Background: an optimization exercise with open tools, aiming at small area, a short achievable clock period and few clock cycles per item. Do not read the settings as production practice.
Function was checked by simulation only, so behaviour that the tests miss may differ from the original.
Power is estimated from default activity; no workload was simulated.

==> flow/design.v (excerpt) <==
module rh_framer (
    input  wire       clk,
    input  wire       rst,
    input  wire       cmd_valid,
    input  wire [7:0] cmd_data,
    input  wire       cmd_last,
    output wire       cmd_ready,
    output wire       rsp_valid,
    output wire [7:0] rsp_data,
    output wire       rsp_last,
    input  wire       rsp_ready
);
Size: roughly 6200 cells after synthesis, roughly 3600 flip-flops, about 24 I/O pins, about 96000 um^2 of cells after synthesis.
clock: 10.0 ns
lec_check: 0
cap_margin: 20
core_margin: 2
core_utilization: 50
cts_cluster_diameter: 80
cts_cluster_size: 30
place_density: 0.6
slew_margin: 20
standard.sh (not shown) runs the stock make flow with config.mk's settings and CLKGATE_MAP_FILE= SYNTH_SCRIPT=/design/flow/synth_recipe.tcl, a recipe that flattens the netlist after the stock synthesis.
==> flow/flow/run.sh <==
#!/bin/bash
set -euo pipefail
export SETUP_SLACK_MARGIN=6.8
export CTS_ARGS="-sink_clustering_enable -repair_clock_nets -sink_clustering_size 30 -sink_clustering_max_diameter 80 -dont_use_dummy_load"
bash standard.sh synth > synth.log 2>&1
bash standard.sh finish > layout.log 2>&1
The baseline produced a clean layout.
Testbench counts at the start, summed over its fixed seeds: cycles 46,086, items 12,000.
Next try:
--- a/flow/design.v
+++ b/flow/design.v
@@ -26,41 +26,44 @@
 );
     localparam [7:0] DLE = 8'h10, STX = 8'h02, ETX = 8'h03;
     localparam [7:0] OP_SYS_RESET  = 8'h80, OP_CRC_UPDATE = 8'h81, OP_RX_BYTE   = 8'h82,
                      OP_RX_RESET   = 8'h83, OP_TX_ENCODE  = 8'h84, OP_DD_CHECK  = 8'h85,
                      OP_DD_FILTER  = 8'h86, OP_CFG_SETADDR = 8'h87, OP_CFG_GETADDR = 8'h88,
                      OP_CFG_SETPROM = 8'h89;
     localparam [2:0] RX_IDLE = 3'd0, RX_SAWLEAD = 3'd1, RX_INDATA = 3'd2,
                      RX_SAWDLE = 3'd3, RX_WAITHI = 3'd4, RX_WAITLO = 3'd5;
     localparam [2:0] T_ERR = 3'd0, T_OK0 = 3'd1, T_OK1 = 3'd2, T_CRC = 3'd3,
                      T_RXF = 3'd4, T_TX = 3'd5;
-    localparam integer NB = 4;               
+    localparam integer NB = 3;               
     localparam integer N  = 1 << NB;
     localparam integer R  = 256 / N;
     localparam integer QB = 3;               
     localparam integer QD = 1 << QB;
     reg       f0, f1;                        
-    reg       rdy;
+    reg       rdy;                           
+    reg       rdyn;                          
     reg [8:0] ib0, ib1;                      
-    wire      ipush = cmd_valid & rdy;
+    wire      ipush = cmd_valid & !rdyn;
     wire      ipop;
     assign cmd_ready = rdy;
     wire f1_n = (f1 && !ipop) || (f0 && !f1 && ipush && !ipop);
     always @(posedge clk) begin
         if (rst) begin
             f0  <= 1'b0;
             f1  <= 1'b0;
-            rdy <= 1'b1;
+            rdy  <= 1'b1;
+            rdyn <= 1'b0;
         end else begin
             f0  <= f1 || ipush || (f0 && !ipop);
             f1  <= f1_n;
-            rdy <= !f1_n;
+            rdy  <= !f1_n;
+            rdyn <= f1_n;
         end
     end
     always @(posedge clk) begin
         if (!f0 || (!f1 && ipop))
             ib0 <= {cmd_last, cmd_data};
         else if (ipop)
             ib0 <= ib1;
         if (!f1)
             ib1 <= {cmd_last, cmd_data};
     end
@@ -464,20 +467,21 @@
         end
     end
     wire [10:0] qh   = dq[qr];
     reg        cv;                           
     reg [2:0]  ct;
     reg [7:0]  cd1;
     reg [6:0]  clen1;                        
     reg [6:0]  cpo1;                         
     reg        cpz;                          
     reg        v0, v1;                       
+    reg        v0n;                          
     reg [8:0]  o0, o1;                       
     reg [8:0]  ohn;                          
     wire       adv = cv && !v1 && !(sph == P_BUF && !br_al) &&
                      !((sph == P_HDR || sph == P_PAY) && !pv0);
     reg        sdup;
     reg [15:0] scrc;
     reg  [2:0] pcnt;
     reg  [7:0] pq0, pq1, pq2, pq3;
     wire       pv0    = (pcnt != 3'd0);
     reg  [5:0] fd;                           
@@ -639,31 +643,34 @@
     always @(posedge clk) begin
         if (rst)
             rxf_cnt <= 2'd0;
         else
             rxf_cnt <= rxf_cnt + {1'b0, (rx_step && rx_emit)}
                                - {1'b0, (sfin && ct == T_RXF)};
     end
     wire [8:0] snew = {sl, sb};
     always @(posedge clk) begin
         if (rst) begin
-            v0 <= 1'b0;
+            v0  <= 1'b0;
+            v0n <= 1'b1;
             v1 <= 1'b0;
-        end else if (v0 && rsp_ready) begin
-            v0 <= v1 || adv;
+        end else if (!v0n && rsp_ready) begin
+            v0  <= v1 || adv;
+            v0n <= !(v1 || adv);
             v1 <= 1'b0;
         end else begin
-            v0 <= v0 || adv;
-            v1 <= v1 || (v0 && adv);
+            v0  <= !v0n || adv;
+            v0n <= v0n && !adv;
+            v1  <= v1 || (!v0n && adv);
         end
     end
-    wire [8:0] o0_n = (v0 && rsp_ready) ? (v1 ? o1 : snew) : (v0 ? ~ohn : snew);
+    wire [8:0] o0_n = (!v0n && rsp_ready) ? (v1 ? o1 : snew) : (!v0n ? ~ohn : snew);
     always @(posedge clk) begin
         o0  <= o0_n;
         ohn <= ~o0_n;
         if (!v1)
             o1 <= snew;
     end
     assign rsp_valid = v0;
     assign rsp_data  = o0[7:0];
     assign rsp_last  = o0[8];
 endmodule
The new run completed with no timing, DRC or antenna violations.
Flip-flop and latch count increases by 1.
Global-route usage increases by 2.8 points.
Clock-buffer cell count increases by 4.
Sequential power is about the same.
Utilization increases by 0.28 points.
Worst hold slack loses 0.013 ns.
Power stays flat.
Area after synthesis increases by 2.3%.
Routed wire length increases by 17%.
Via count increases by 8.9%.
Die area increases by 2.3%.
Design area increases by about 3%.
Setup slack loses 0.015 ns.
Synthesized cell count increases by 6.3%.
Testbench counts after the change, summed over its fixed seeds: cycles 45,308, items 12,000.

==> static timing again, ports no longer ideal <==
Ports are ideal in the flow. The routed layouts listed here were re-timed in OpenROAD. Step 1 sets driving cells, clkbuf_16 on the clock port and buf_2 on the other inputs (assumed; they add their load-dependent delay and slew). Step 2 adds t to the input delays and takes it off the output delays; t is the mean of the earliest and latest rising clock arrival at the registers after step 1. Input paths then give back, and output paths get back, about the clock's delay inside the block. Three values: ideal ports, drivers, drivers and shift; two values: the first two.
run	shift t [ns]	slack for setup (ns)	worst setup path after step 2
the first run	0.885	6.705 / 6.623 / 6.299	input to register
the second run	0.881	6.690 / 6.603 / 6.154	input to register
After both steps every run listed still meets setup and hold. For the second run, which loses most, drivers alone change the setup slack by -0.087 ns; drivers and shift together by -0.536 ns.
